Context: an optimization exercise on an open-source flow, tuned for small area. The choices shown serve that exercise and are no tape-out recipe.
In this exercise RTL edits were held to simulation tests only and were not proved equivalent to the original.
The flow treats the clock pin as an ideal source, which a real chip does not have.
No activity file was given, so power comes from the tool's default toggle rates.

==> design.v <==
module mwf1_crc32 (
    input  wire [31:0] s,
    input  wire [7:0]  b,
    output wire [31:0] o
);
    wire n40 = s[0] ^ b[0];
    wire n41 = s[1] ^ b[1];
    wire n42 = s[6] ^ b[6];
    wire n43 = s[3] ^ b[3];
    wire n44 = s[4] ^ b[4];
    wire n45 = s[2] ^ b[2];
    wire n46 = s[7] ^ b[7];
    wire n47 = s[5] ^ b[5];
    wire n48 = n41 ^ n46;
    wire n49 = n40 ^ n47;
    wire n50 = n43 ^ n45;
    wire n51 = n42 ^ n50;
    wire n52 = n43 ^ n44;
    wire n53 = n42 ^ n49;
    wire n54 = n40 ^ n44;
    wire n55 = n41 ^ n49;
    wire n56 = n41 ^ n45;
    wire n57 = n46 ^ n52;
    wire n58 = n44 ^ n53;
    wire n59 = n44 ^ n47;
    wire n60 = n42 ^ n48;
    wire n61 = n45 ^ n46;
    wire n62 = n42 ^ n57;
    wire n63 = n48 ^ n51;
    wire n64 = n48 ^ n52;
    wire n65 = s[8] ^ n45;
    wire n66 = s[9] ^ n40;
    wire n67 = n66 ^ n43;
    wire n68 = s[10] ^ n41;
    wire n69 = n68 ^ n54;
    wire n70 = s[11] ^ n47;
    wire n71 = n70 ^ n56;
    wire n72 = s[12] ^ n40;
    wire n73 = n72 ^ n51;
    wire n74 = s[13] ^ n64;
    wire n75 = s[14] ^ n59;
    wire n76 = s[15] ^ n53;
    wire n77 = s[16] ^ n60;
    wire n78 = s[17] ^ n46;
    wire n79 = s[18] ^ n45;
    wire n80 = s[19] ^ n43;
    wire n81 = s[20] ^ n54;
    wire n82 = s[21] ^ n55;
    wire n83 = s[22] ^ n42;
    wire n84 = n83 ^ n56;
    wire n85 = s[23] ^ n46;
    wire n86 = n85 ^ n50;
    wire n87 = s[24] ^ n50;
    wire n88 = n87 ^ n54;
    wire n89 = s[25] ^ n52;
    wire n90 = n89 ^ n55;
    wire n91 = s[26] ^ n56;
    wire n92 = n91 ^ n58;
    wire n93 = s[27] ^ n47;
    wire n94 = n93 ^ n63;
    wire n95 = s[28] ^ n62;
    wire n96 = s[29] ^ n59;
    wire n97 = n96 ^ n61;
    wire n98 = s[30] ^ n47;
    wire n99 = n98 ^ n51;
    wire n100 = s[31] ^ n62;
    wire n101 = n44 ^ n49;
    wire n102 = n101 ^ n61;
    wire n103 = n51 ^ n55;
    wire n104 = n54 ^ n63;
    wire n105 = n47 ^ n64;
    wire n106 = n48 ^ n53;
    wire n107 = n40 ^ n60;
    assign o[0] = n65;
    assign o[1] = n67;
    assign o[2] = n69;
    assign o[3] = n71;
    assign o[4] = n73;
    assign o[5] = n74;
    assign o[6] = n75;
    assign o[7] = n76;
    assign o[8] = n77;
    assign o[9] = n78;
    assign o[10] = n79;
    assign o[11] = n80;
    assign o[12] = n81;
    assign o[13] = n82;
    assign o[14] = n84;
    assign o[15] = n86;
    assign o[16] = n88;
    assign o[17] = n90;
    assign o[18] = n92;
    assign o[19] = n94;
    assign o[20] = n95;
    assign o[21] = n97;
    assign o[22] = n99;
    assign o[23] = n100;
    assign o[24] = n102;
    assign o[25] = n103;
    assign o[26] = n104;
    assign o[27] = n105;
    assign o[28] = n58;
    assign o[29] = n106;
    assign o[30] = n107;
    assign o[31] = n48;
endmodule
module mwf1_rx (
    input  wire        clk,
    input  wire        rst,
    input  wire        rx_valid,
    input  wire [7:0]  rx_data,
    output wire        rx_ready,
    output wire        tx_valid,
    output wire [7:0]  tx_data,
    input  wire        tx_ready,
    output wire        pay_we,
    output wire [14:0] pay_addr,
    output wire [7:0]  pay_wdata,
    output wire        frm_valid,
    output wire [14:0] frm_len,
    input  wire        frm_ready,
    output wire [1:0]  st_phase,
    output wire [1:0]  st_rx_state
);
    localparam [14:0] MAXLEN = 15'd26937;
    localparam [1:0] PH_RECEIVE  = 2'd1;
    localparam [1:0] PH_DISPATCH = 2'd2;
    localparam [1:0] PH_ACK      = 2'd3;
    localparam [1:0] S_SEEK = 2'd0;
    localparam [1:0] S_LEN  = 2'd1;
    localparam [1:0] S_PAY  = 2'd2;
    localparam [1:0] S_CRC  = 2'd3;
    localparam [2:0] A_ERL0 = 3'd0, A_ERL1 = 3'd1, A_ERL2 = 3'd2;
    localparam [2:0] A_ERC0 = 3'd4, A_ERC1 = 3'd5, A_ERC2 = 3'd6;
    localparam [2:0] A_OK0  = 3'd3, A_OK1  = 3'd7;
    reg [1:0]  phase;
    reg [1:0]  rx_state;
    reg        win_ne;       
    reg [1:0]  mm;           
    reg [14:0] len_r;
    reg        len_ovf;      
    reg [14:0] pay_cnt;
    reg [31:0] crc;
    reg [15:0] tmr;
    reg        tmr_ge;       
    reg [2:0]  ack;
    wire recv   = (phase == PH_RECEIVE);
    wire rx_fire = rx_valid && recv;
    wire st_seek = (rx_state == S_SEEK);
    wire st_len  = (rx_state == S_LEN);
    wire st_pay  = (rx_state == S_PAY);
    wire st_crc  = (rx_state == S_CRC);
    wire [31:0] crc_next;
    mwf1_crc32 u_crc (.s(crc), .b(rx_data), .o(crc_next));
    wire crc_ok = (crc[31:8] == 24'h00BE26) && ((crc[7:0] ^ rx_data) == 8'hED);
    wire [14:0] cnt_inc  = pay_cnt + {14'd0, rx_fire};
    wire        fld_last = (pay_cnt[1:0] == 2'd3);
    wire        pay_last = (cnt_inc == len_r);
    wire        len_ok   = !len_ovf && (rx_data == 8'd0) &&
                           (len_r >= 15'd9) && (len_r <= MAXLEN);
    wire b_m0 = (rx_data == 8'h4D);
    wire b_m1 = (rx_data == 8'h57);
    wire b_m2 = (rx_data == 8'h46);
    wire b_m3 = (rx_data == 8'h31);
    wire magic_hit = (mm == 2'd3) && b_m3;
    reg tmr_hit;
    always @* begin
        case (rx_state)
            S_SEEK:  tmr_hit = ((tmr & 16'h0109) == 16'h0101);  
            S_PAY:   tmr_hit = ((tmr & 16'h7FBE) == 16'h6320);  
            default: tmr_hit = ((tmr & 16'h4040) == 16'h4040);  
        endcase
    end
    wire ge     = tmr_ge | tmr_hit;
    wire expire = recv && !rx_valid && ge && (!st_seek || win_ne);
    wire len_end = rx_fire && st_len && fld_last;
    wire pay_end = rx_fire && st_pay && pay_last;
    wire crc_end = rx_fire && st_crc && fld_last;
    wire tmr_clr = (rx_fire && (st_seek || fld_last && !st_pay || pay_end)) || expire;
    always @(posedge clk) begin
        if (tmr_clr) begin
            tmr    <= 16'd0;
            tmr_ge <= 1'b0;
        end else begin
            tmr    <= {tmr[14:0], ~(tmr[15] ^ tmr[12] ^ tmr[5] ^ tmr[3])};
            tmr_ge <= ge;
        end
        if (st_seek || len_end || pay_end)
            pay_cnt <= 15'd0;
        else
            pay_cnt <= cnt_inc;
        if (rx_fire && st_len) begin
            if (pay_cnt[1:0] == 2'd0) len_r[7:0] <= rx_data;
            if (pay_cnt[1:0] == 2'd1) begin
                len_r[14:8] <= rx_data[6:0];
                len_ovf     <= rx_data[7];
            end else begin
                len_ovf     <= len_ovf | (rx_data != 8'd0);
            end
        end
        if (!(st_pay || st_crc))
            crc <= 32'hFFFFFFFF;
        else if (rx_fire)
            crc <= crc_next;
        if (rst) begin
            phase    <= PH_RECEIVE;
            rx_state <= S_SEEK;
            win_ne   <= 1'b0;
            mm       <= 2'd0;
        end else begin
            if (!st_seek || expire) begin
                win_ne <= 1'b0;
                mm     <= 2'd0;
            end else if (rx_fire) begin
                win_ne <= !magic_hit;
                if (b_m0)                        mm <= 2'd1;
                else if (mm == 2'd1 && b_m1)     mm <= 2'd2;
                else if (mm == 2'd2 && b_m2)     mm <= 2'd3;
                else                             mm <= 2'd0;
            end
            case (phase)
                PH_RECEIVE: begin
                    if (rx_fire) begin
                        case (rx_state)
                            S_SEEK: if (magic_hit) rx_state <= S_LEN;
                            S_LEN: if (fld_last) begin
                                if (len_ok) begin
                                    rx_state <= S_PAY;
                                end else begin
                                    rx_state <= S_SEEK;
                                    phase    <= PH_ACK;
                                    ack      <= A_ERL0;
                                end
                            end
                            S_PAY: if (pay_last) rx_state <= S_CRC;
                            default: if (fld_last) begin
                                rx_state <= S_SEEK;
                                if (crc_ok) begin
                                    phase <= PH_DISPATCH;
                                end else begin
                                    phase <= PH_ACK;
                                    ack   <= A_ERC0;
                                end
                            end
                        endcase
                    end else if (expire) begin
                        rx_state <= S_SEEK;
                    end
                end
                PH_DISPATCH: begin
                    if (frm_ready) begin
                        phase <= PH_ACK;
                        ack   <= A_OK0;
                    end
                end
                default: begin
                    if (tx_ready) begin
                        case (ack)
                            A_ERL0: ack <= A_ERL1;
                            A_ERL1: ack <= A_ERL2;
                            A_ERC0: ack <= A_ERC1;
                            A_ERC1: ack <= A_ERC2;
                            A_OK0:  ack <= A_OK1;
                            default: phase <= PH_RECEIVE;
                        endcase
                    end
                end
            endcase
        end
    end
    reg [7:0] ack_byte;
    always @* begin
        case (ack)
            A_ERL0, A_ERC0: ack_byte = 8'h45;
            A_ERL1, A_ERC1: ack_byte = 8'h52;
            A_ERL2:         ack_byte = 8'h4C;
            A_ERC2:         ack_byte = 8'h43;
            A_OK0:          ack_byte = 8'h4F;
            default:        ack_byte = 8'h4B;
        endcase
    end
    assign rx_ready    = recv;
    assign tx_valid    = (phase == PH_ACK);
    assign tx_data     = ack_byte;
    assign pay_we      = rx_fire && st_pay;
    assign pay_addr    = pay_cnt;
    assign pay_wdata   = rx_data;
    assign frm_valid   = (phase == PH_DISPATCH);
    assign frm_len     = len_r;
    assign st_phase    = phase;
    assign st_rx_state = rx_state;
endmodule
==> flow/run.sh <==
#!/bin/bash
# The standard layout (standard.sh: the standard synthesis and ORFS flow),
# with two changes to how the layout is built:
#  - the input and output port buffers use the smallest buffer cell
#    (sky130_fd_sc_hd__buf_1) instead of the default choice;
#  - the clock tree uses clkbuf_8 buffers and no dummy loads.
# standard.sh's full output is written to standard.log in this folder.
set -o pipefail
export BUFFER_PORTS_ARGS="-buffer_cell sky130_fd_sc_hd__buf_1"
export CTS_ARGS="-sink_clustering_enable -repair_clock_nets -buf_list sky130_fd_sc_hd__clkbuf_8 -sink_clustering_size 30 -dont_use_dummy_load"
export RECOVER_POWER=100
bash standard.sh > standard.log 2>&1
==> standard.sh <==
#!/bin/bash
# synth_recipe.tcl (not shown) runs the flow's synth.tcl, then flattens the netlist and writes it again
# the make line also repeats each setting of config.mk as NAME=value (left out here)
make -C /OpenROAD-flow-scripts/flow DESIGN_CONFIG=/design/flow/config.mk WORK_HOME=/design/flow/orfs CLKGATE_MAP_FILE= SYNTH_SCRIPT=/design/flow/synth_recipe.tcl "${@:-finish}"
==> config.mk <==
export PLATFORM = sky130hd
export DESIGN_NAME = mwf1_rx
export DESIGN_NICKNAME = mwf1_rx
export VERILOG_FILES = /design/flow/design.v
export SDC_FILE = /design/flow/constraint.sdc
export NUM_CORES = 4
export LEC_CHECK = 0
export CAP_MARGIN = 0
export CORE_MARGIN = 2
export CORE_UTILIZATION = 40
export PLACE_DENSITY = 0.6
export SLEW_MARGIN = 0
==> constraint.sdc <==
create_clock -name core_clock -period 5.0 [get_ports {clk}]
set_input_delay 1.0000 -clock core_clock [delete_from_list [all_inputs] [get_ports {clk}]]
set_output_delay 1.0000 -clock core_clock [all_outputs]
set_load 0.01 [all_outputs]
==> results.py, run 1 <==
metrics = {
    "run_status": {
        "status": "failed layout checks",
        "so_faults": "max-capacitance violations, max-slew violations",
    },
    "layout": {
        "area_growth_pct": 7.16,
        "finalInstanceArea_um2": 5350,
        "drive_gt1_frac": 0.0438,
        "antenna_cells": 0,
        "finalNonFillerCells": 761,
        "nets": 615,
        "fin_util": 0.442,
        "nFillCells": 1208,
    },
    "synthesis": {
        "synth-main-ff-cell": "dfxtp_1",
        "synth.most_common_cell": "dfxtp_1",
        "synth_top_area_share": 0.285,
        "synth_warnings": 1,
        "synth_cells": 550,
        "synth_area_leaders": "dfxtp_1 (28%), xnor2_1 (12%), edfxtp_1 (11%), xor2_1 (6.7%), nand2_1 (5.0%)",
        "ys_ff_latch": 90,
        "syn_area_um2": 4990,
        "netlist_top_cells_count": "dfxtp_1 (71), nand2_1 (66), xnor2_1 (66), nand3_1 (42), xor2_1 (38)",
        "yosysUniqueCellTypes": 62,
        "yosys.area.top_type": "dfxtp_1",
        "async_flop_share": 0,
        "ys_seq_area_frac": 0.399,
        "syn_avg_cell_area_um2": 9.08,
        "synth_edf_count": 19,
    },
    "placed_design": {
        "place_inst": 752,
        "dp_hpwl_um": 8250,
        "io_buffers": 63,
        "dpl_cell_area_um2": 5280,
        "gp_congestion": 0.907,
    },
    "critical_path": {
        "crit_path_cell_trace": "clkbuf_1 -> inv_1 -> nand2_1 -> a21oi_1 -> o31ai_4 -> or4b_1 -> a211oi_1",
        "reg2reg_slack_ps": 820,
        "worstSetupEndpointType": "flip-flop",
        "cp_top_family": "buffers and inverters",
        "cp.arrival_ps": 4470,
        "critPathRequiredTime_ps": 5290,
        "max_stage_delay_ps": 1310,
        "crit_path_start_kind": "flip-flop",
        "crit_type": "reg -> reg",
        "crit_fanout": 41,
        "path_buf_inv": 2,
        "cp_slowest_cell": "clkbuf_1",
        "critPathLaunch": "rx_state[1]",
        "r2r-start": "rx_state[1]",
    },
    "power": {
        "p_leak_uw": 0.00182,
        "power_uw": 1630,
        "powerDensity_nw_per_um2": 305,
        "vdd_drop_max_v": 0.000121,
    },
    "grt": {
        "grt.overflow.total": 0,
        "grt_usage": 0.178,
        "grt_max_degree": 74,
        "grt_pass1_vias": 3730,
        "antenna_found_initial": 0,
        "grt_pass1_wl_um": 18700,
    },
    "floorplan": {
        "die_x_um": 116,
        "die_height_um": 116,
        "die_area_um2": 13400,
        "ios": 67,
        "rows": 40,
        "coreArea_um2": 12100,
        "start_util": 0.412,
    },
    "clock_tree": {
        "clk_pin_slew_ps": 80,
        "clock-root-buffer": "clkbuf_8",
        "h-tree-depth": 3,
        "clock_latency_ps": 370,
        "cts_hold_buffers": 0,
        "post_cts_buffers": 0,
        "post_cts_resized": 0,
        "cts_buffers": 9,
        "cts_sinks": 90,
        "cts_tree": "built",
        "cts_max_path_buffers": 2,
    },
    "worst_hold_path": {
        "hold_class": "reg -> reg",
        "min-delay-start": "mm[0]",
    },
    "sta": {
        "drv_slew": 42,
        "period_needed_ps": 4180,
        "setup_viol": 0,
        "rsz0062_at_grt": "false",
        "min_period_over_period": 0.835,
        "skew_ps": 12.0,
        "tightestPinTransition_ps": 1840,
        "finalSetupTns_ps": 0,
        "max_slew_margin": -0.225,
        "hold_viol": 0,
        "max_freq_mhz": 239,
    },
    "run": {
        "maxCapViolations": 1,
    },
    "route": {
        "routedWlPerCell_um": 15.1,
        "vias": 4008,
        "drt_iter0_drc": 300,
        "wirelength_um": 11500,
        "drt_pass1_iterations": 5,
        "ant_nets": 0,
        "routed_via_density": 5.27,
        "post-route-drc-count": 0,
    },
}
layer usage:
layer	up-vias	GRT usage	wire [µm]
met5	-	0	0
met4	0	0.0817	180
met3	14	0.0293	518
met2	91	0.280	5390
met1	1887	0.242	5420
li1	2016	-	-
placed cells by master (no fill, tap or decap), types with 3 or more instances in the layout:
master and count:
a21oi_1 10, and3_1 6, buf_1 55, buf_4 4, clkbuf_1 10, clkbuf_8 9, conb_1 3, dfxtp_1 71
edfxtp_1 19, ha_1 7, inv_1 12, nand2_1 65, nand2b_1 4, nand3_1 42, nand4_1 8, nor2_1 26
nor2_2 3, nor3_1 15, nor3b_1 3, nor4_1 11, nor4b_1 3, o211ai_1 31, o21ai_0 21, or2_2 3
or3_1 6, xnor2_1 66, xor2_1 39
final timing paths:
path | to | cells after the start
setup reg to reg | win_ne | 7
hold / removal | mm[0] | 2
hold reg to reg | mm[0] | 2
setup / recovery | win_ne | 7
cell families (layout without fill, tap and decap cells):
group	Yosys count	after routing	synth area share
buffers and inverters	49	91	0.0536
adders and majority gates	7	7	0.0175
xor gates and xnor gates	105	105	0.186
and+or+nand+nor	213	213	0.220
AOI/OAI and AO/OA	83	83	0.120
other	2	3	0.00150
muxes	1	1	0.00200
DFF	90	90	0.399
worst register-to-register path, delay by kind of cell, from the launching register on:
| kind | cells | cell delay, ps |
|---|---|---|
| flip-flops | 1 | 310 |
| buffers and inverters | 2 | 1660 |
| AND/OR/NAND/NOR | 2 | 730 |
| AO/OA/AOI/OAI | 3 | 1410 |
per-stage QoR:
step	hold slack, ps	worst slack, ps
after detailed placement	470	624
after floorplan	440	1500
after global routing	515	303
after global placement	461	844
after CTS	480	962
final	479	824
flip-flops by register name, summed over array words and instances (netlist names), 2 cells and up:
name / flops
ack: 3
pay_cnt: 15
phase: 2
rx_state: 2
len_r: 15
tmr: 16
crc: 32
mm: 2
power by group:
group | switching (µW) | internal (µW) | total (µW)
logic | 272 | 148 | 420
registers | 34.4 | 782 | 816
clock network | 234 | 161 | 395
total | 540 | 1090 | 1630
cell type report:
class | instances | area, µm² | area share
clock buffer | 9 | 124 | 0.0231
tap | 168 | 210 | 0.0393
inverter | 13 | 48.8 | 0.00912
sequential | 90 | 1990 | 0.372
multi-input combinational | 412 | 2700 | 0.505
timing repair buffer | 69 | 274 | 0.0512
==> inputs of run 2 (changes only) <==
--- a/flow/run.sh
+++ b/flow/run.sh
@@ -9,4 +9,3 @@
 export BUFFER_PORTS_ARGS="-buffer_cell sky130_fd_sc_hd__buf_1"
 export CTS_ARGS="-sink_clustering_enable -repair_clock_nets -buf_list sky130_fd_sc_hd__clkbuf_8 -sink_clustering_size 30 -dont_use_dummy_load"
-export RECOVER_POWER=100
 bash standard.sh > standard.log 2>&1
--- a/config.mk
+++ b/config.mk
@@ -6,7 +6,7 @@
 export NUM_CORES = 4
 export LEC_CHECK = 0
-export CAP_MARGIN = 0
+export CAP_MARGIN = 20
 export CORE_MARGIN = 2
 export CORE_UTILIZATION = 40
 export PLACE_DENSITY = 0.6
-export SLEW_MARGIN = 0
+export SLEW_MARGIN = 20
==> results.py, run 2 <==
metrics = {
    "grt": {
        "grt_usage": 0.176,
        "grt.overflow.total": 0,
        "grt_max_degree": 74,
        "grt_pass1_wl_um": 18500,
        "antenna_found_initial": 0,
        "grt_pass1_vias": 3736,
    },
    "synthesis": {
        "synth_area_leaders": "dfxtp_1 (28%), xnor2_1 (12%), edfxtp_1 (11%), xor2_1 (6.7%), nand2_1 (5.0%)",
        "synth.most_common_cell": "dfxtp_1",
        "ys_ff_latch": 90,
        "async_flop_share": 0,
        "yosys.area.top_type": "dfxtp_1",
        "netlist_top_cells_count": "dfxtp_1 (71), nand2_1 (66), xnor2_1 (66), nand3_1 (42), xor2_1 (38)",
        "synth-main-ff-cell": "dfxtp_1",
        "syn_avg_cell_area_um2": 9.08,
        "yosysUniqueCellTypes": 62,
        "syn_area_um2": 4990,
        "synth_warnings": 1,
        "synth_edf_count": 19,
        "ys_seq_area_frac": 0.399,
        "synth_cells": 550,
        "synth_top_area_share": 0.285,
    },
    "power": {
        "vdd_drop_max_v": 0.000119,
        "powerDensity_nw_per_um2": 303,
        "internal_power_uw": 1100,
        "power_uw": 1640,
        "seq_power_share": 0.497,
        "clockPowerShare": 0.243,
        "swShare": 0.332,
        "p_leak_uw": 0.00186,
        "p_switching_uw": 546,
        "pwr-share-comb": 0.260,
    },
    "critical_path": {
        "cp.arrival_ps": 4250,
        "crit_path_cell_trace": "ha_1 -> nand2_2 -> clkinv_1 -> ha_1 -> nand4_1 -> nor4_1 -> xnor2_1 -> o221ai_1 -> nor4_1 -> and2_1 -> o21ai_0",
        "path_buf_inv": 1,
        "cp_top_family": "simple AND/OR/NAND/NOR gates",
        "worstSetupEndpointType": "flip-flop",
        "crit_path_start_kind": "flip-flop",
        "crit_type": "reg -> reg",
        "cp_slowest_cell": "and2_1",
        "crit_fanout": 17,
        "critPathRequiredTime_ps": 5230,
        "max_stage_delay_ps": 760,
    },
    "clock_tree": {
        "cts_tree": "built",
        "clk_pin_slew_ps": 90,
        "cts_hold_buffers": 0,
        "clock_latency_ps": 370,
        "cts_max_path_buffers": 2,
        "cts_buffers": 9,
        "post_cts_resized": 0,
        "cts_sinks": 90,
        "h-tree-depth": 3,
        "clock-root-buffer": "clkbuf_8",
        "post_cts_buffers": 0,
    },
    "placed_design": {
        "dp_hpwl_um": 8270,
        "io_buffers": 63,
        "dpl_cell_area_um2": 5290,
        "gp_congestion": 0.907,
    },
    "sta": {
        "max_slew_margin": 0.357,
        "min_period_over_period": 0.804,
        "finalSetupTns_ps": 0,
        "drv_slew": 0,
        "setup_viol": 0,
        "rsz0062_at_grt": "false",
        "tightestPinTransition_ps": 958,
        "hold_viol": 0,
        "hold_slack_ps": 475,
        "skew_ps": 22.2,
        "period_needed_ps": 4020,
        "max_freq_mhz": 249,
    },
    "route": {
        "routedWlPerCell_um": 14.9,
        "routed_via_density": 5.33,
        "wirelength_um": 11300,
        "drt_pass1_iterations": 5,
        "ant_nets": 0,
        "vias": 4058,
        "drt_iter0_drc": 307,
        "post-route-drc-count": 0,
    },
    "layout": {
        "final_common_cell": "dfxtp_1",
        "nets": 616,
        "top_register": "crc",
        "largest_register_ffs": 32,
        "most-common-layout-cells": "dfxtp_1 (71), xnor2_1 (66), nand2_1 (65)",
        "reg_top3": "crc: 32 flops, tmr: 16 flops",
        "finalInstanceArea_um2": 5420,
        "antenna_cells": 0,
        "area_growth_pct": 8.52,
        "drive_gt1_frac": 0.0707,
        "fin_util": 0.448,
    },
    "floorplan": {
        "die_height_um": 116,
        "coreArea_um2": 12100,
        "start_util": 0.412,
        "ios": 67,
        "rows": 40,
        "die_area_um2": 13400,
        "die_x_um": 116,
    },
    "worst_hold_path": {
        "hold_class": "reg -> reg",
    },
    "run": {
        "maxCapViolations": 0,
    },
    "run_status": {
        "status": "no timing/DRC/antenna violations",
    },
}
run 2: cells by family after synthesis:
family	Yosys count	synth area share
xor+xnor	105	0.186
fa+ha+maj	7	0.0175
simple gates	213	0.220
buf+inv	49	0.0536
flops	90	0.399
mux	1	0.00200
compound gates	83	0.120
other cells	2	0.00150
run 2: path summary, 6_finish.rpt:
kind                 start     end  slack [ps]  cells past startpoint
setup / recovery  phase[0]  tmr[8]         980                     11
hold / removal       mm[0]   mm[0]         470                      2
setup reg to reg  phase[0]  tmr[8]         980                     11
hold reg to reg      mm[0]   mm[0]         470                      2
run 2: stage by stage:
step | setup WS [ps] | std cells
finish | 981 | 762
global route | 611 | 762
CTS | 971 | 762
detailed placement | 632 | 753
global placement | 844 | 752
floorplan | 1500 | 551
run 2: final cells by class:
class	count	area, µm²
Fill cell	1207	6690
Multi-Input combinational cell	412	2750
Sequential cell	90	1990
Timing Repair Buffer	70	293
Tap cell	168	210
Clock buffer	9	124
Inverter	13	48.8
run 2: power by group through the flow:
| stage | logic [µW] | registers (µW) | clock network [µW] |
|---|---|---|---|
| floorplan | 338 | 827 | 0 |
| global placement | 418 | 831 | 0 |
| detailed placement | 427 | 833 | 0 |
| CTS | 429 | 816 | 411 |
| global route | 489 | 822 | 437 |
| finish | 427 | 817 | 400 |
run 2: worst min-delay path, delay by kind of cell, from the launching register on:
family	cells	cell delay, ps
flip-flops	1	320
AND/OR/NAND/NOR	1	60
AO/OA/AOI/OAI	1	50
run 2: layer usage:
layer  up-vias  GRT usage  routed length [µm]
li1       2017          -                   -
met5         -          0                   0
met2       100      0.273                5200
met1      1918      0.239                5360
met4         0     0.0643                 240
met3        23     0.0429                 532
==> inputs of run 3 (changes only) <==
--- a/flow/run.sh
+++ b/flow/run.sh
@@ -8,4 +8,4 @@
 set -o pipefail
 export BUFFER_PORTS_ARGS="-buffer_cell sky130_fd_sc_hd__buf_1"
-export CTS_ARGS="-sink_clustering_enable -repair_clock_nets -buf_list sky130_fd_sc_hd__clkbuf_8 -sink_clustering_size 30 -dont_use_dummy_load"
+export CTS_ARGS="-repair_clock_nets -buf_list sky130_fd_sc_hd__clkbuf_8 -dont_use_dummy_load"
 bash standard.sh > standard.log 2>&1
==> results.py, run 3 <==
metrics = {
    "layout": {
        "largest_register_ffs": 32,
        "antenna_cells": 0,
        "reg_top3": "crc: 32 flops, tmr: 16 flops",
        "final_common_cell": "dfxtp_1",
        "nets": 616,
        "drive_gt1_frac": 0.0707,
        "finalInstanceArea_um2": 5420,
        "top_register": "crc",
        "area_growth_pct": 8.52,
        "most-common-layout-cells": "dfxtp_1 (71), xnor2_1 (66), nand2_1 (65)",
    },
    "route": {
        "drt_pass1_iterations": 5,
        "routedWlPerCell_um": 14.9,
        "post-route-drc-count": 0,
        "ant_nets": 0,
        "vias": 4058,
        "drt_iter0_drc": 307,
        "wirelength_um": 11300,
        "routed_via_density": 5.33,
    },
    "synthesis": {
        "synth_area_leaders": "dfxtp_1 (28%), xnor2_1 (12%), edfxtp_1 (11%), xor2_1 (6.7%), nand2_1 (5.0%)",
        "synth_cells": 550,
        "syn_area_um2": 4990,
        "synth.most_common_cell": "dfxtp_1",
        "synth_warnings": 1,
        "yosys.area.top_type": "dfxtp_1",
        "netlist_top_cells_count": "dfxtp_1 (71), nand2_1 (66), xnor2_1 (66), nand3_1 (42), xor2_1 (38)",
        "ys_ff_latch": 90,
        "syn_avg_cell_area_um2": 9.08,
        "async_flop_share": 0,
        "ys_seq_area_frac": 0.399,
        "synth_edf_count": 19,
        "yosysUniqueCellTypes": 62,
        "synth-main-ff-cell": "dfxtp_1",
        "synth_top_area_share": 0.285,
    },
    "power": {
        "p_leak_uw": 0.00186,
        "vdd_drop_max_v": 0.000119,
        "seq_power_share": 0.497,
        "pwr-share-comb": 0.260,
        "p_switching_uw": 546,
        "internal_power_uw": 1100,
        "clockPowerShare": 0.243,
        "power_uw": 1640,
        "powerDensity_nw_per_um2": 303,
        "swShare": 0.332,
    },
    "clock_tree": {
        "cts_buffers": 9,
        "cts_max_path_buffers": 2,
        "post_cts_resized": 0,
        "clock-root-buffer": "clkbuf_8",
        "cts_hold_buffers": 0,
        "cts_sinks": 90,
        "post_cts_buffers": 0,
        "clock_latency_ps": 370,
        "h-tree-depth": 3,
        "clk_pin_slew_ps": 90,
        "cts_tree": "built",
    },
    "sta": {
        "period_needed_ps": 4020,
        "max_freq_mhz": 249,
        "setup_viol": 0,
        "hold_viol": 0,
        "finalSetupTns_ps": 0,
        "tightestPinTransition_ps": 958,
        "min_period_over_period": 0.804,
        "rsz0062_at_grt": "false",
        "skew_ps": 22.2,
        "drv_slew": 0,
        "max_slew_margin": 0.357,
    },
    "floorplan": {
        "die_area_um2": 13400,
        "die_height_um": 116,
        "start_util": 0.412,
        "coreArea_um2": 12100,
        "die_x_um": 116,
        "ios": 67,
        "rows": 40,
    },
    "critical_path": {
        "cp_top_family": "simple AND/OR/NAND/NOR gates",
        "cp.arrival_ps": 4250,
        "crit_path_start_kind": "flip-flop",
        "cp_slowest_cell": "and2_1",
        "crit_type": "reg -> reg",
        "crit_path_cell_trace": "ha_1 -> nand2_2 -> clkinv_1 -> ha_1 -> nand4_1 -> nor4_1 -> xnor2_1 -> o221ai_1 -> nor4_1 -> and2_1 -> o21ai_0",
        "critPathRequiredTime_ps": 5230,
        "max_stage_delay_ps": 760,
        "worstSetupEndpointType": "flip-flop",
        "path_buf_inv": 1,
        "r2r-start": "phase[0]",
        "rr_worst_depth": 11,
        "reg2reg_slack_ps": 980,
        "crit_fanout": 17,
        "rr_endpoint": "tmr[8]",
    },
    "grt": {
        "grt_pass1_vias": 3736,
        "antenna_found_initial": 0,
        "grt_usage": 0.176,
        "grt_pass1_wl_um": 18500,
        "grt_max_degree": 74,
        "grt.overflow.total": 0,
    },
    "worst_hold_path": {
        "min-delay-start": "mm[0]",
        "holdPathEnd": "mm[0]",
        "hold_class": "reg -> reg",
        "whs_path_depth": 2,
    },
    "placed_design": {
        "dp_hpwl_um": 8270,
        "io_buffers": 63,
        "dpl_cell_area_um2": 5290,
        "gp_congestion": 0.907,
    },
    "run_status": {
        "status": "no timing/DRC/antenna violations",
    },
    "run": {
        "maxCapViolations": 0,
    },
}
-- run 3: cell families (layout without fill, tap and decap cells) --
| logic type | count (synthesis) | count (layout) | synth area share |
|---|---|---|---|
| and+or+nand+nor | 213 | 213 | 0.220 |
| xor gates and xnor gates | 105 | 105 | 0.186 |
| DFF | 90 | 90 | 0.399 |
| AOI/OAI and AO/OA | 83 | 83 | 0.120 |
| buffers and inverters | 49 | 92 | 0.0536 |
| adders and majority gates | 7 | 7 | 0.0175 |
| other | 2 | 3 | 0.00150 |
| muxes | 1 | 1 | 0.00200 |
-- run 3: final cells by class --
class | instances | area (µm²)
fillers | 1207 | 6690
multi-input cells | 412 | 2750
flip-flops and latches | 90 | 1990
repair buffers | 70 | 293
well taps | 168 | 210
clock buffers | 9 | 124
inverters | 13 | 48.8
-- run 3: power by group through the flow --
stage	clock network, µW	registers [µW]	logic (µW)
2_1_floorplan	0	827	338
3_3_place_gp	0	831	418
3_5_place_dp	0	833	427
4_1_cts	411	816	429
5_1_grt	437	822	489
6_report	400	817	427
-- run 3: worst max-delay path by stage --
| stage | startpoint | to | slack [ps] | cells after the start |
|---|---|---|---|---|
| finish | phase[0] | tmr[8] | 980 | 11 |
| global route | phase[0] | tmr[6] | 610 | 11 |
| CTS | phase[0] | tmr[8] | 970 | 11 |
| detailed placement | rx_valid | tmr[8] | 630 | 11 |
| global placement | rx_valid | tmr[9] | 840 | 11 |
| floorplan | rx_valid | tmr[10] | 1500 | 13 |
-- run 3: routing by layer --
layer  vias up  track usage  part of all wire
met5         -            0                 0
met1      1918        0.239              0.47
met3        23       0.0429             0.047
li1       2017            -                 -
met4         0       0.0643             0.021
met2       100        0.273              0.46
-- run 3: worst reg2reg max path, delay by kind of cell (launching register included) --
| kind | cells | cell delay [ps] |
|---|---|---|
| xor gates and xnor gates | 1 | 190 |
| adders and majority gates | 2 | 670 |
| buffers and inverters | 1 | 170 |
| and+or+nand+nor | 5 | 2090 |
| AOI/OAI and AO/OA | 2 | 340 |
| DFF | 1 | 410 |
-- run 3: per-stage QoR --
step	hold slack [ps]	worst slack, ps	instances	util
final	475	981	762	0.448
after global routing	507	611	762	0.448
after CTS	479	971	762	0.447
after detailed placement	470	632	753	0.437
after global placement	461	844	752	0.436
after floorplan	440	1500	551	-
==> inputs of run 4 (changes only) <==
--- a/flow/run.sh
+++ b/flow/run.sh
@@ -8,4 +8,4 @@
 set -o pipefail
 export BUFFER_PORTS_ARGS="-buffer_cell sky130_fd_sc_hd__buf_1"
-export CTS_ARGS="-repair_clock_nets -buf_list sky130_fd_sc_hd__clkbuf_8 -dont_use_dummy_load"
+export CTS_ARGS="-sink_clustering_enable -repair_clock_nets -buf_list sky130_fd_sc_hd__clkbuf_16 -sink_clustering_size 45 -sink_clustering_max_diameter 300 -dont_use_dummy_load"
 bash standard.sh > standard.log 2>&1
==> results.py, run 4 <==
metrics = {
    "critical_path": {
        "worstSetupEndpointType": "flip-flop",
        "cp_slowest_cell": "and2_1",
        "crit_path_cell_trace": "ha_1 -> nand2_2 -> clkinv_1 -> ha_1 -> nand4_1 -> nor4_1 -> xnor2_1 -> o221ai_1 -> nor4_1 -> and2_1 -> o21ai_0",
        "critPathLaunch": "phase[0]",
        "reg2reg_slack_ps": 950,
        "crit_path_end": "tmr[8]",
        "cp.arrival_ps": 4250,
        "critPathRequiredTime_ps": 5200,
        "crit_type": "reg -> reg",
        "crit_path_start_kind": "flip-flop",
        "rr_endpoint": "tmr[8]",
        "crit_fanout": 17,
        "max_stage_delay_ps": 770,
        "rr_worst_depth": 11,
        "r2r-start": "phase[0]",
    },
    "clock_tree": {
        "clock_latency_ps": 350,
        "clk_pin_slew_ps": 60,
        "h-tree-depth": 3,
        "clock-root-buffer": "clkbuf_16",
        "cts_max_path_buffers": 2,
        "post_cts_buffers": 0,
        "post_cts_resized": 0,
        "cts_buffers": 9,
        "cts_hold_buffers": 0,
        "cts_sinks": 90,
        "cts_tree": "built",
    },
    "route": {
        "post-route-drc-count": 0,
        "drt_iter0_drc": 301,
        "vias": 4044,
        "wirelength_um": 11400,
        "drt_pass1_iterations": 5,
        "routedWlPerCell_um": 14.9,
        "routed_via_density": 5.31,
        "ant_nets": 0,
    },
    "layout": {
        "nFillCells": 1196,
        "area_growth_pct": 10.5,
        "antenna_cells": 0,
        "drive_gt1_frac": 0.0707,
        "reg_top3": "crc: 32 flops, tmr: 16 flops",
        "multi_input_area_um2": 2750,
        "finalInstanceArea_um2": 5520,
        "final_common_cell": "dfxtp_1",
        "top_register": "crc",
        "largest_register_ffs": 32,
        "most-common-layout-cells": "dfxtp_1 (71), xnor2_1 (66), nand2_1 (65)",
        "seq_area_um2": 1990,
        "nets": 616,
    },
    "sta": {
        "max_freq_mhz": 247,
        "period_needed_ps": 4050,
        "rsz0062_at_grt": "false",
        "tightestPinTransition_ps": 965,
        "drv_slew": 0,
        "hold_viol": 0,
        "min_period_over_period": 0.810,
        "max_slew_margin": 0.352,
        "setup_viol": 0,
        "hold_slack_ps": 473,
        "finalSetupTns_ps": 0,
        "fin_ws_ps": 949,
        "skew_ps": 14.6,
    },
    "run_status": {
        "status": "no timing/DRC/antenna violations",
    },
    "synthesis": {
        "synth-main-ff-cell": "dfxtp_1",
        "syn_area_um2": 4990,
        "netlist_top_cells_count": "dfxtp_1 (71), nand2_1 (66), xnor2_1 (66), nand3_1 (42), xor2_1 (38)",
        "synth.most_common_cell": "dfxtp_1",
        "syn_avg_cell_area_um2": 9.08,
        "yosys.area.top_type": "dfxtp_1",
        "synth_cells": 550,
        "synth_area_leaders": "dfxtp_1 (28%), xnor2_1 (12%), edfxtp_1 (11%), xor2_1 (6.7%), nand2_1 (5.0%)",
        "ys_ff_latch": 90,
        "synth_warnings": 1,
        "yosysUniqueCellTypes": 62,
        "synth_top_area_share": 0.285,
        "ys_seq_area_frac": 0.399,
        "async_flop_share": 0,
        "synth_edf_count": 19,
    },
    "run": {
        "maxCapViolations": 0,
    },
    "placed_design": {
        "io_buffers": 63,
        "pre_cts_slack_ps": 632,
        "gp_congestion": 0.907,
        "dpl_cell_area_um2": 5290,
        "dp_hpwl_um": 8270,
    },
    "floorplan": {
        "coreArea_um2": 12100,
        "start_util": 0.412,
        "die_height_um": 116,
        "ios": 67,
        "die_x_um": 116,
        "die_area_um2": 13400,
        "rows": 40,
    },
    "power": {
        "power_uw": 1820,
        "powerDensity_nw_per_um2": 329,
        "p_leak_uw": 0.00191,
        "vdd_drop_max_v": 0.000205,
    },
    "grt": {
        "grt_usage": 0.178,
        "grt.overflow.total": 0,
        "antenna_found_initial": 0,
        "grt_pass1_vias": 3743,
        "grt_pass1_wl_um": 18600,
        "grt_max_degree": 74,
    },
    "worst_hold_path": {
        "min-delay-start": "mm[0]",
        "hold_class": "reg -> reg",
    },
}
## run 4: cell counts after synthesis
Identical to the previous run, type by type.
## run 4: worst min-delay path by stage
stage | slack [ps] | depth (start not counted) | endpoint
after global placement | 460 | 2 | mm[0]
after CTS | 480 | 2 | mm[0]
after global routing | 510 | 2 | tmr[11]
after detailed placement | 470 | 2 | mm[0]
after floorplan | 440 | 2 | mm[0]
final | 470 | 2 | mm[0]
## run 4: power breakdown
group / internal [µW] / total (µW) / switching [µW]
combinational: 154 / 427 / 273
clock: 317 / 573 / 256
sequential: 783 / 818 / 34.6
total: 1250 / 1820 / 564
## run 4: cells by family (layout without fill, tap and decap cells)
| logic type | Yosys count | after routing | synth area share |
|---|---|---|---|
| AO/OA/AOI/OAI | 83 | 83 | 0.120 |
| XOR/XNOR | 105 | 105 | 0.186 |
| adder cells (fa/ha/maj) | 7 | 7 | 0.0175 |
| buffers and inverters | 49 | 92 | 0.0536 |
| flip-flops | 90 | 90 | 0.399 |
| multiplexers | 1 | 1 | 0.00200 |
| other | 2 | 3 | 0.00150 |
| AND/OR/NAND/NOR | 213 | 213 | 0.220 |
## run 4: critical path, delay by kind of cell, from the launching register on
| kind | cells | cell delay (ps) |
|---|---|---|
| AO/OA/AOI/OAI | 2 | 340 |
| XOR/XNOR | 1 | 200 |
| adder cells (fa/ha/maj) | 2 | 670 |
| buffers and inverters | 1 | 170 |
| flip-flops | 1 | 400 |
| AND/OR/NAND/NOR | 5 | 2110 |
## run 4: final cells by class
| type | count | share of cell area |
|---|---|---|
| timing repair buffer | 70 | 0.0530 |
| multi-input combinational | 412 | 0.499 |
| clock buffer | 9 | 0.0408 |
| inverter | 13 | 0.00884 |
| tap | 168 | 0.0381 |
| sequential | 90 | 0.361 |
## run 4: routing by layer
layer	GRT usage	part of all wire	vias up
met5	0	0	-
met4	0.0881	0.026	0
met3	0.0335	0.039	22
met2	0.276	0.46	102
met1	0.237	0.47	1899
li1	-	-	2021
## run 4: per-stage QoR
stage,cells,util
2_1_floorplan,551,-
3_3_place_gp,752,0.436
3_5_place_dp,753,0.437
4_1_cts,762,0.456
5_1_grt,762,0.456
6_report,762,0.456
==> inputs of run 5 (changes only) <==
==> flow/run.sh (replaced) <==
#!/bin/bash
# The standard layout (standard.sh: the standard synthesis and ORFS flow),
# with these changes to how the layout is built:
#  - the input and output port buffers use the smallest buffer cell
#    (sky130_fd_sc_hd__buf_1) instead of the default choice;
#  - the clock tree uses clkbuf_8 buffers and no dummy loads;
#  - after CTS, gates off the critical paths are downsized (flow/post_cts.tcl).
# standard.sh's full output is written to standard.log in this folder; ORFS
# keeps each step's log under orfs/logs/.
set -o pipefail
export BUFFER_PORTS_ARGS="-buffer_cell sky130_fd_sc_hd__buf_1"
export CTS_ARGS="-sink_clustering_enable -repair_clock_nets -buf_list sky130_fd_sc_hd__clkbuf_8 -sink_clustering_size 30 -dont_use_dummy_load"
export POST_CTS_TCL="$PWD/flow/post_cts.tcl"
bash standard.sh > standard.log 2>&1
==> flow/post_cts.tcl (new file) <==
# Run after CTS (POST_CTS_TCL hook): downsize gates on paths with positive
# slack, then repair slew/capacitance again and legalize the placement.
estimate_parasitics -placement
repair_timing -recover_power 100 -verbose
repair_design -cap_margin 20 -slew_margin 20 -verbose
detailed_placement
check_placement -verbose
estimate_parasitics -placement
report_tns
report_wns
==> results.py, run 5 <==
metrics = {
    "layout": {
        "nFillCells": 1206,
        "antenna_cells": 0,
        "most-common-layout-cells": "dfxtp_1 (71), xnor2_1 (66), nand2_1 (65)",
        "reg_top3": "crc: 32 flops, tmr: 16 flops",
        "drive_gt1_frac": 0.0671,
        "area_growth_pct": 8.77,
        "top_register": "crc",
        "largest_register_ffs": 32,
        "nets": 618,
        "fin_util": 0.449,
        "final_common_cell": "dfxtp_1",
    },
    "synthesis": {
        "async_flop_share": 0,
        "ys_ff_latch": 90,
        "ys_seq_area_frac": 0.399,
        "yosysUniqueCellTypes": 62,
        "synth_top_area_share": 0.285,
        "yosys.area.top_type": "dfxtp_1",
        "netlist_top_cells_count": "dfxtp_1 (71), nand2_1 (66), xnor2_1 (66), nand3_1 (42), xor2_1 (38)",
        "synth.most_common_cell": "dfxtp_1",
        "synth_edf_count": 19,
        "synth_warnings": 1,
        "syn_avg_cell_area_um2": 9.08,
        "syn_area_um2": 4990,
        "synth_cells": 550,
        "synth_area_leaders": "dfxtp_1 (28%), xnor2_1 (12%), edfxtp_1 (11%), xor2_1 (6.7%), nand2_1 (5.0%)",
        "synth-main-ff-cell": "dfxtp_1",
    },
    "power": {
        "internal_power_uw": 1100,
        "vdd_drop_max_v": 0.000119,
        "p_leak_uw": 0.00186,
        "p_switching_uw": 542,
        "pwr-share-comb": 0.259,
        "powerDensity_nw_per_um2": 302,
        "clockPowerShare": 0.243,
        "swShare": 0.331,
        "seq_power_share": 0.498,
        "power_uw": 1640,
    },
    "critical_path": {
        "r2r-start": "phase[0]",
        "max_stage_delay_ps": 590,
        "reg2reg_slack_ps": 1030,
        "crit_fanout": 9,
        "cp_slowest_cell": "and2_0",
        "path_depth": 12,
        "rr_worst_depth": 12,
        "cp.arrival_ps": 4230,
        "crit_path_end": "tmr[8]",
        "critPathRequiredTime_ps": 5260,
        "critPathLaunch": "phase[0]",
        "rr_endpoint": "tmr[8]",
        "crit_type": "reg -> reg",
        "worstSetupEndpointType": "flip-flop",
        "crit_path_cell_trace": "ha_1 -> nand2_2 -> clkinv_1 -> ha_1 -> nand4_1 -> nor4_1 -> xnor2_1 -> o221ai_1 -> nor4_1 -> and2_0 -> buf_6 -> o21ai_0",
        "crit_path_start_kind": "flip-flop",
        "path_buf_inv": 2,
        "cp_top_family": "simple AND/OR/NAND/NOR gates",
    },
    "route": {
        "post-route-drc-count": 0,
        "drt_iter0_drc": 260,
        "drt_pass1_iterations": 4,
        "ant_nets": 0,
        "wirelength_um": 11400,
        "vias": 4064,
        "routed_via_density": 5.32,
        "routedWlPerCell_um": 14.9,
    },
    "grt": {
        "grt_usage": 0.177,
        "antenna_found_initial": 0,
        "grt_pass1_wl_um": 18600,
        "grt_pass1_vias": 3755,
        "grt_max_degree": 74,
        "grt.overflow.total": 0,
    },
    "floorplan": {
        "start_util": 0.412,
        "coreArea_um2": 12100,
        "die_height_um": 116,
        "die_x_um": 116,
        "die_area_um2": 13400,
        "rows": 40,
        "ios": 67,
    },
    "run_status": {
        "status": "no timing/DRC/antenna violations",
    },
    "run": {
        "maxCapViolations": 0,
    },
    "worst_hold_path": {
        "hold_class": "reg -> reg",
    },
    "placed_design": {
        "gp_congestion": 0.907,
        "dp_hpwl_um": 8270,
        "io_buffers": 63,
    },
    "sta": {
        "skew_ps": 22.6,
        "period_needed_ps": 3970,
        "hold_viol": 0,
        "tightestPinTransition_ps": 953,
        "finalSetupTns_ps": 0,
        "drv_slew": 0,
        "max_slew_margin": 0.360,
        "min_period_over_period": 0.794,
        "max_freq_mhz": 252,
        "rsz0062_at_grt": "false",
        "setup_viol": 0,
    },
    "clock_tree": {
        "cts_tree": "built",
        "cts_sinks": 90,
        "clock_latency_ps": 370,
        "clk_pin_slew_ps": 80,
    },
}
==> run 5: routing by layer <==
metal / track usage / vias up / wire length, µm
met1: 0.242 / 1926 / 5350
met4: 0.0643 / 0 / 218
li1: - / 2021 / -
met2: 0.273 / 96 / 5250
met5: 0 / - / 0
met3: 0.0429 / 21 / 554
==> run 5: metrics by stage <==
| step | cell area [µm²] | hold slack, ps | setup WS (ps) | cells |
|---|---|---|---|---|
| 2_1_floorplan | 5000 | 440 | 1500 | 551 |
| 3_3_place_gp | 5280 | 461 | 844 | 752 |
| 3_5_place_dp | 5290 | 470 | 632 | 753 |
| 5_1_grt | 5430 | 507 | 698 | 764 |
| 6_report | 5430 | 477 | 1030 | 764 |
==> run 5: power groups by stage <==
stage          Sequential, µW  Combinational (µW)  Clock (µW)
2_1_floorplan             827                 338           0
3_3_place_gp              831                 418           0
3_5_place_dp              833                 427           0
5_1_grt                   822                 486         437
6_report                  816                 424         398
==> run 5: area by class of cell <==
type	instances	area [µm²]	area share
Clock buffer	9	124	0.0228
Multi-Input combinational cell	412	2740	0.504
Tap cell	168	210	0.0387
Inverter	13	48.8	0.00898
Timing Repair Buffer	72	318	0.0585
Sequential cell	90	1990	0.367
==> run 5: worst min-delay path, delay by kind of cell, from the launching register on <==
kind	cells	cell delay [ps]
AO/OA/AOI/OAI	1	50
flip-flops	1	320
AND/OR/NAND/NOR	1	60
==> run 5: cells by family after synthesis <==
kind of cell | after synthesis | synth area share
compound gates | 83 | 0.120
fa+ha+maj | 7 | 0.0175
mux | 1 | 0.00200
xor+xnor | 105 | 0.186
buf+inv | 49 | 0.0536
flops | 90 | 0.399
simple gates | 213 | 0.220
other cells | 2 | 0.00150
==> run 5: worst min path at each step <==
stage	slack [ps]	depth (start not counted)	end	from
6_report	480	2	mm[0]	mm[0]
3_3_place_gp	460	2	mm[0]	mm[0]
3_5_place_dp	470	2	mm[0]	mm[0]
5_1_grt	510	2	tmr[7]	tmr[6]
2_1_floorplan	440	2	mm[0]	mm[0]
==> inputs of run 6 (changes only) <==
--- a/design.v
+++ b/design.v
@@ -154,9 +154,25 @@
     mwf1_crc32 u_crc (.s(crc), .b(rx_data), .o(crc_next));
     wire crc_ok = (crc[31:8] == 24'h00BE26) && ((crc[7:0] ^ rx_data) == 8'hED);
-    wire [14:0] cnt_inc  = pay_cnt + {14'd0, rx_fire};
+    reg  [14:0] cnt_inc;
+    reg         cnt_cy;
+    integer     k;
+    always @* begin
+        cnt_cy = rx_fire;
+        for (k = 0; k < 15; k = k + 1) begin
+            cnt_inc[k] = pay_cnt[k] ^ cnt_cy;
+            cnt_cy     = pay_cnt[k] & cnt_cy;
+        end
+    end
     wire        fld_last = (pay_cnt[1:0] == 2'd3);
     wire        pay_last = (cnt_inc == len_r);
-    wire        len_ok   = !len_ovf && (rx_data == 8'd0) &&
-                           (len_r >= 15'd9) && (len_r <= MAXLEN);
+    reg         len_le;
+    integer     j;
+    always @* begin
+        len_le = 1'b1;
+        for (j = 0; j < 15; j = j + 1)
+            len_le = MAXLEN[j] ? (!len_r[j] || len_le) : (!len_r[j] && len_le);
+    end
+    wire        len_ge9  = (|len_r[14:4]) || (len_r[3] && (|len_r[2:0]));
+    wire        len_ok   = !len_ovf && (rx_data == 8'd0) && len_ge9 && len_le;
     wire b_m0 = (rx_data == 8'h4D);
     wire b_m1 = (rx_data == 8'h57);
==> flow/run.sh (replaced) <==
#!/bin/bash
# The standard layout (standard.sh: the standard synthesis and ORFS flow),
# with these changes to how the layout is built:
#  - synthesis maps the logic with an area-oriented ABC script
#    (flow/abc_map.script, used in place of ORFS's abc_speed.script through a
#    copy of ORFS's scripts folder in ./orfs_scripts; nothing else in the
#    copy changes, so the registers are those of the standard synthesis);
#  - the input and output port buffers use the smallest buffer cell
#    (sky130_fd_sc_hd__buf_1);
#  - the clock tree uses clkbuf_8 buffers and no dummy loads.
# standard.sh's full output is written to standard.log in this folder; ORFS
# keeps each step's log under orfs/logs/.
set -o pipefail
rm -rf orfs_scripts
cp -r "$FLOW_HOME/scripts" orfs_scripts
cp flow/abc_map.script orfs_scripts/abc_speed.script
export SCRIPTS_DIR="$PWD/orfs_scripts"
export BUFFER_PORTS_ARGS="-buffer_cell sky130_fd_sc_hd__buf_1"
export CTS_ARGS="-sink_clustering_enable -repair_clock_nets -buf_list sky130_fd_sc_hd__clkbuf_8 -sink_clustering_size 30 -dont_use_dummy_load"
bash standard.sh > standard.log 2>&1
==> flow/abc_map.script (new file) <==
strash
&get -n
&st
&dch -f
&nf -R 1000 -p
&put
strash
&get -n
&st
&syn2
&dch -f
&nf -R 1000 -p
&put
removed: flow/post_cts.tcl
==> results.py, run 6 <==
metrics = {
    "run_status": {
        "status": "no timing/DRC/antenna violations",
    },
    "clock_tree": {
        "cts_tree": "built",
        "clk_pin_slew_ps": 90,
        "clock-root-buffer": "clkbuf_8",
        "cts_sinks": 90,
        "cts_max_path_buffers": 2,
        "h-tree-depth": 3,
        "cts_hold_buffers": 0,
        "clock_latency_ps": 360,
        "cts_buffers": 9,
    },
    "synthesis": {
        "synth_warnings": 1,
        "async_flop_share": 0,
        "syn_area_um2": 4350,
        "yosysUniqueCellTypes": 40,
        "synth_cells": 439,
        "syn_avg_cell_area_um2": 9.91,
        "synth_edf_count": 19,
        "synth-main-ff-cell": "dfxtp_1",
        "ys_seq_area_frac": 0.458,
        "synth_area_leaders": "dfxtp_1 (33%), edfxtp_1 (13%), xnor2_1 (9.3%), xor2_1 (7.7%), ha_1 (5.5%)",
        "synth.most_common_cell": "dfxtp_1",
        "yosys.area.top_type": "dfxtp_1",
        "netlist_top_cells_count": "dfxtp_1 (71), nand2_1 (50), xnor2_1 (46), xor2_1 (38), o211ai_1 (31)",
        "ys_ff_latch": 90,
        "synth_top_area_share": 0.327,
    },
    "critical_path": {
        "worstSetupEndpointType": "flip-flop",
        "crit_path_start_kind": "input pin",
        "max_stage_delay_ps": 260,
        "rr_worst_depth": 27,
        "crit_path_frequent_cell": "ha_4",
        "crit_fanout": 3,
        "critPathRequiredTime_ps": 5250,
        "crit_type": "in -> reg",
        "cp_slowest_cell": "a2111oi_2",
        "cp.arrival_ps": 4940,
    },
    "floorplan": {
        "die_area_um2": 11700,
        "die_height_um": 108,
        "coreArea_um2": 10700,
        "rows": 38,
        "die_x_um": 108,
        "start_util": 0.405,
        "ios": 67,
    },
    "run": {
        "maxCapViolations": 0,
    },
    "grt": {
        "grt_pass1_vias": 3216,
        "grt.overflow.total": 0,
        "grt_pass1_wl_um": 15600,
        "grt_max_degree": 69,
        "grt_usage": 0.170,
        "antenna_found_initial": 0,
    },
    "layout": {
        "drive_gt1_frac": 0.0820,
        "top_register": "crc",
        "reg_top3": "crc: 32 flops, tmr: 16 flops",
        "area_growth_pct": 18.0,
        "final_common_cell": "dfxtp_1",
        "nets": 546,
        "antenna_cells": 0,
        "largest_register_ffs": 32,
        "most-common-layout-cells": "dfxtp_1 (70), buf_1 (63), nand2_1 (49)",
    },
    "route": {
        "ant_nets": 0,
        "drt_pass1_iterations": 5,
        "vias": 3304,
        "routed_via_density": 5.07,
        "post-route-drc-count": 0,
        "wirelength_um": 9350,
        "drt_iter0_drc": 149,
        "routedWlPerCell_um": 14.3,
    },
    "sta": {
        "hold_viol": 0,
        "skew_ps": 30.3,
        "min_period_over_period": 0.939,
        "setup_viol": 0,
        "max_slew_margin": 0.345,
        "tightestPinTransition_ps": 957,
        "max_freq_mhz": 213,
        "rsz0062_at_grt": "false",
        "hold_slack_ps": 474,
        "drv_slew": 0,
        "finalSetupTns_ps": 0,
        "period_needed_ps": 4700,
    },
    "placed_design": {
        "gp_congestion": 0.852,
        "dp_hpwl_um": 6980,
        "io_buffers": 63,
    },
    "power": {
        "vdd_drop_max_v": 0.000205,
        "powerDensity_nw_per_um2": 353,
        "p_leak_uw": 0.00178,
    },
    "worst_hold_path": {
        "hold_class": "reg -> reg",
        "whs_path_depth": 1,
    },
}
-- run 6: cell count changes after synthesis, sizes merged, moves of 6 or more --
cell,delta
nor3,-7
clkbuf,-19
ha,+12
nand3,-35
nand2,-16
clkinv,+7
or3,-6
nor2b,+16
and2,+17
buf,-6
inv,-12
xnor2,-20
o21ai,-17
-- run 6: final cells by class --
type / instances / area, µm²
sequential: 90 / 1990
clock buffer: 9 / 124
fill: 1074 / 5610
tap: 140 / 175
multi-input combinational: 331 / 2480
inverter: 8 / 42.5
timing repair buffer: 74 / 319
-- run 6: where the power goes --
| group | total (µW) | internal (µW) | switching [µW] | leakage, µW |
|---|---|---|---|---|
| Clock | 383 | 162 | 221 | 0.0000647 |
| Combinational | 581 | 224 | 357 | 0.000965 |
| Sequential | 847 | 804 | 42.5 | 0.000746 |
-- run 6: path summary, 6_finish.rpt --
kind / from / end / slack [ps]
max: rx_valid / rx_state[1] / 300
min: tmr[13] / tmr[14] / 470
min reg2reg: tmr[13] / tmr[14] / 470
max reg2reg: phase[1] / rx_state[1] / 360
-- run 6: cells by family (layout without fill, tap and decap cells) --
logic type | Yosys count | count (layout) | share of synthesized area
buf+inv | 19 | 91 | 0.0259
mux | 1 | 1 | 0.00230
flops | 90 | 90 | 0.458
fa+ha+maj | 19 | 19 | 0.0547
xor+xnor | 84 | 84 | 0.169
simple gates | 155 | 155 | 0.179
compound gates | 69 | 69 | 0.110
other cells | 2 | 3 | 0.00173
-- run 6: stage by stage --
stage          setup WS (ps)   util  cell area, µm²  instances  total power [µW]
2_1_floorplan          -61.3      -            4570        440              1270
3_3_place_gp            -138  0.464            4980        643              1440
3_5_place_dp            -240  0.464            4980        643              1440
4_1_cts                  107  0.475            5100        652              1830
5_1_grt                 66.1  0.478            5130        652              1940
6_report                 303  0.478            5130        652              1810
-- run 6: metal layers --
metal | GRT usage | up-vias | wire length, µm
met3 | 0.0410 | 9 | 367
met4 | 0.0412 | 0 | 98
met1 | 0.221 | 1549 | 4550
li1 | - | 1680 | -
met5 | 0 | - | 0
met2 | 0.285 | 66 | 4330
-- run 6: timing repair --
item,in CTS,in global routing
buffers inserted,0,0
endpoints found under the setup margin,0,34
gates resized for setup,0,4
-- run 6: critical path, delay by kind of cell --
family                     cells  cell delay (ps)
buffers and inverters          3              370
xor gates and xnor gates       1              160
adders and majority gates     14             2200
AOI/OAI and AO/OA              1              260
muxes                          1              170
and+or+nand+nor                6              740
==> inputs of run 7 (changes only) <==
--- a/config.mk
+++ b/config.mk
@@ -6,7 +6,7 @@
 export NUM_CORES = 4
 export LEC_CHECK = 0
-export CAP_MARGIN = 20
+export CAP_MARGIN = 0
 export CORE_MARGIN = 2
 export CORE_UTILIZATION = 40
 export PLACE_DENSITY = 0.6
-export SLEW_MARGIN = 20
+export SLEW_MARGIN = 0
==> results.py, run 7 <==
metrics = {
    "run_status": {
        "status": "no timing/DRC/antenna violations",
    },
    "synthesis": {
        "syn_avg_cell_area_um2": 9.91,
        "synth_area_leaders": "dfxtp_1 (33%), edfxtp_1 (13%), xnor2_1 (9.3%), xor2_1 (7.7%), ha_1 (5.5%)",
        "async_flop_share": 0,
        "synth_edf_count": 19,
        "synth.most_common_cell": "dfxtp_1",
        "yosys.area.top_type": "dfxtp_1",
        "synth_cells": 439,
        "netlist_top_cells_count": "dfxtp_1 (71), nand2_1 (50), xnor2_1 (46), xor2_1 (38), o211ai_1 (31)",
        "ys_ff_latch": 90,
        "ys_seq_area_frac": 0.458,
        "syn_area_um2": 4350,
        "synth-main-ff-cell": "dfxtp_1",
        "synth_top_area_share": 0.327,
        "synth_warnings": 1,
        "yosysUniqueCellTypes": 40,
    },
    "layout": {
        "finalNonFillerCells": 652,
        "largest_register_ffs": 32,
        "area_growth_pct": 17.9,
        "most-common-layout-cells": "dfxtp_1 (70), buf_1 (63), nand2_1 (49)",
        "reg_top3": "crc: 32 flops, tmr: 16 flops",
        "nFillCells": 1074,
        "drive_gt1_frac": 0.0801,
        "final_common_cell": "dfxtp_1",
        "multi_input_area_um2": 2470,
        "top_register": "crc",
        "finalInstanceArea_um2": 5130,
        "seq_area_um2": 1990,
        "antenna_cells": 0,
        "nets": 546,
    },
    "critical_path": {
        "cp_top_family": "adder cells",
        "crit_type": "in -> reg",
        "max_stage_delay_ps": 260,
        "critPathRequiredTime_ps": 5250,
        "rr_worst_depth": 27,
        "cp.arrival_ps": 4950,
        "path_depth": 26,
        "crit_path_start_kind": "input pin",
        "reg2reg_slack_ps": 360,
        "path_buf_inv": 3,
        "crit_path_frequent_cell": "ha_4",
        "crit_fanout": 3,
        "cp_slowest_cell": "a2111oi_2",
        "worstSetupEndpointType": "flip-flop",
    },
    "route": {
        "wirelength_um": 9330,
        "routedWlPerCell_um": 14.3,
        "routed_via_density": 5.07,
        "post-route-drc-count": 0,
        "drt_pass1_iterations": 4,
        "ant_nets": 0,
        "vias": 3308,
        "drt_iter0_drc": 149,
    },
    "floorplan": {
        "rows": 38,
        "ios": 67,
        "die_area_um2": 11700,
        "die_x_um": 108,
        "start_util": 0.405,
        "coreArea_um2": 10700,
        "die_height_um": 108,
    },
    "run": {
        "maxCapViolations": 0,
    },
    "grt": {
        "grt_usage": 0.170,
        "grt_max_degree": 69,
        "antenna_found_initial": 0,
        "grt_pass1_vias": 3216,
        "grt_pass1_wl_um": 15600,
        "grt.overflow.total": 0,
    },
    "worst_hold_path": {
        "hold_class": "reg -> reg",
        "whs_path_depth": 1,
    },
    "sta": {
        "hold_slack_ps": 474,
        "skew_ps": 30.3,
        "drv_slew": 0,
        "rsz0062_at_grt": "false",
        "hold_viol": 0,
        "max_slew_margin": 0.347,
        "min_period_over_period": 0.940,
        "tightestPinTransition_ps": 955,
        "setup_viol": 0,
        "max_freq_mhz": 213,
        "period_needed_ps": 4700,
    },
    "clock_tree": {
        "clock_latency_ps": 360,
        "clock-root-buffer": "clkbuf_8",
        "cts_sinks": 90,
        "cts_tree": "built",
        "h-tree-depth": 3,
        "clk_pin_slew_ps": 90,
        "cts_buffers": 9,
        "cts_max_path_buffers": 2,
        "post_cts_buffers": 0,
    },
    "placed_design": {
        "dpl_cell_area_um2": 4980,
        "io_buffers": 63,
        "place_inst": 643,
        "gp_congestion": 0.852,
        "dp_hpwl_um": 6980,
    },
    "power": {
        "vdd_drop_max_v": 0.000204,
        "powerDensity_nw_per_um2": 353,
        "power_uw": 1810,
        "p_leak_uw": 0.00177,
    },
}
[run 7: cell counts after synthesis]
No cell type changed its count.
[run 7: timing repair]
item                       CTS  global route
setup endpoints to repair    0            34
hold buffers                 0             0
resized for setup            0             4
[run 7: logic make-up (layout without fill, tap and decap cells)]
kind of cell             after synthesis  in the layout  share of synthesized area
AO/OA/AOI/OAI                         69             69                      0.110
buffers and inverters                 19             91                     0.0259
multiplexers                           1              1                    0.00230
AND/OR/NAND/NOR                      155            155                      0.179
adder cells (fa/ha/maj)               19             19                     0.0547
flip-flops                            90             90                      0.458
XOR/XNOR                              84             84                      0.169
other                                  2              3                    0.00173
[run 7: cell type report]
| type | instances | area share |
|---|---|---|
| clock buffer | 9 | 0.0242 |
| inverter | 8 | 0.00829 |
| multi-input combinational | 331 | 0.483 |
| sequential | 90 | 0.389 |
| tap | 140 | 0.0342 |
| timing repair buffer | 74 | 0.0622 |
[run 7: worst paths after layout]
path,end,from
min,tmr[14],tmr[13]
max,rx_state[1],rx_valid
min reg2reg,tmr[14],tmr[13]
max reg2reg,rx_state[1],phase[1]
[run 7: routing by layer]
layer | wire (µm) | vias up | global-route usage
met2 | 4340 | 64 | 0.285
met3 | 358 | 9 | 0.0410
met4 | 98 | 0 | 0.0412
li1 | - | 1681 | -
met5 | 0 | - | 0
met1 | 4530 | 1554 | 0.221
[run 7: power breakdown]
part | switching [µW] | total, µW | internal [µW] | leakage (µW)
sequential | 42.2 | 847 | 804 | 0.000746
combinational | 357 | 580 | 223 | 0.000960
clock | 221 | 382 | 162 | 0.0000647
[run 7: through the flow]
| step | setup TNS, ps | utilization | worst slack (ps) |
|---|---|---|---|
| floorplan | -69.1 | - | -61.3 |
| global placement | -2370 | 0.464 | -138 |
| detailed placement | -4910 | 0.464 | -240 |
| CTS | 0 | 0.475 | 107 |
| global route | 0 | 0.477 | 66.1 |
| finish | 0 | 0.477 | 302 |

==> static timing again, ports no longer ideal <==
The flow's constraints put no driver on any port. The routed layouts listed below were extracted and timed again, unchanged, in two steps. Step 1 (the two cells are an assumption about what drives the block):
set clk [get_ports {clk}]
set_driving_cell -lib_cell sky130_fd_sc_hd__clkbuf_16 $clk
set_driving_cell -lib_cell sky130_fd_sc_hd__buf_2 [delete_from_list [all_inputs] $clk]
Step 2 adds t to the input delays and takes it off the output delays; t is the mean of the earliest and latest rising clock arrival at the registers after step 1. Input paths then give back, and output paths get back, about the clock's delay inside the block. Three values: ideal ports, drivers, drivers and shift; two values: the first two.
run | shift t [ns] | setup WS [ns] | hold WS [ns] | clock arrival spread, ns | pins driven straight from the clock port
run 1 | 0.396 | 0.824 / 0.824 / 0.824 | 0.479 / 0.479 / 0.479 | 0.012 / 0.013 | 1
run 2 | 0.391 | 0.981 / 0.981 / 0.649 | 0.475 / 0.475 / 0.475 | 0.023 / 0.022 | 1
run 3 | 0.391 | 0.981 / 0.981 / 0.649 | 0.475 / 0.475 / 0.475 | 0.023 / 0.022 | 1
run 4 | 0.374 | 0.949 / 0.949 / 0.603 | 0.473 / 0.473 / 0.473 | 0.014 / 0.015 | 1
run 5 | 0.390 | 1.029 / 1.029 / 0.687 | 0.477 / 0.477 / 0.477 | 0.024 / 0.024 | 1
run 6 | 0.371 | 0.303 / 0.308 / -0.063 | 0.474 / 0.474 / 0.474 | 0.033 / 0.033 | 1
run 7 | 0.372 | 0.302 / 0.307 / -0.065 | 0.474 / 0.474 / 0.474 | 0.033 / 0.033 | 1
Met with ideal ports but missed after step 2: setup timing in run 6 and run 7. The setup slack of run 7, which loses most, moves by +0.005 ns with the drivers and by -0.367 ns with both steps.
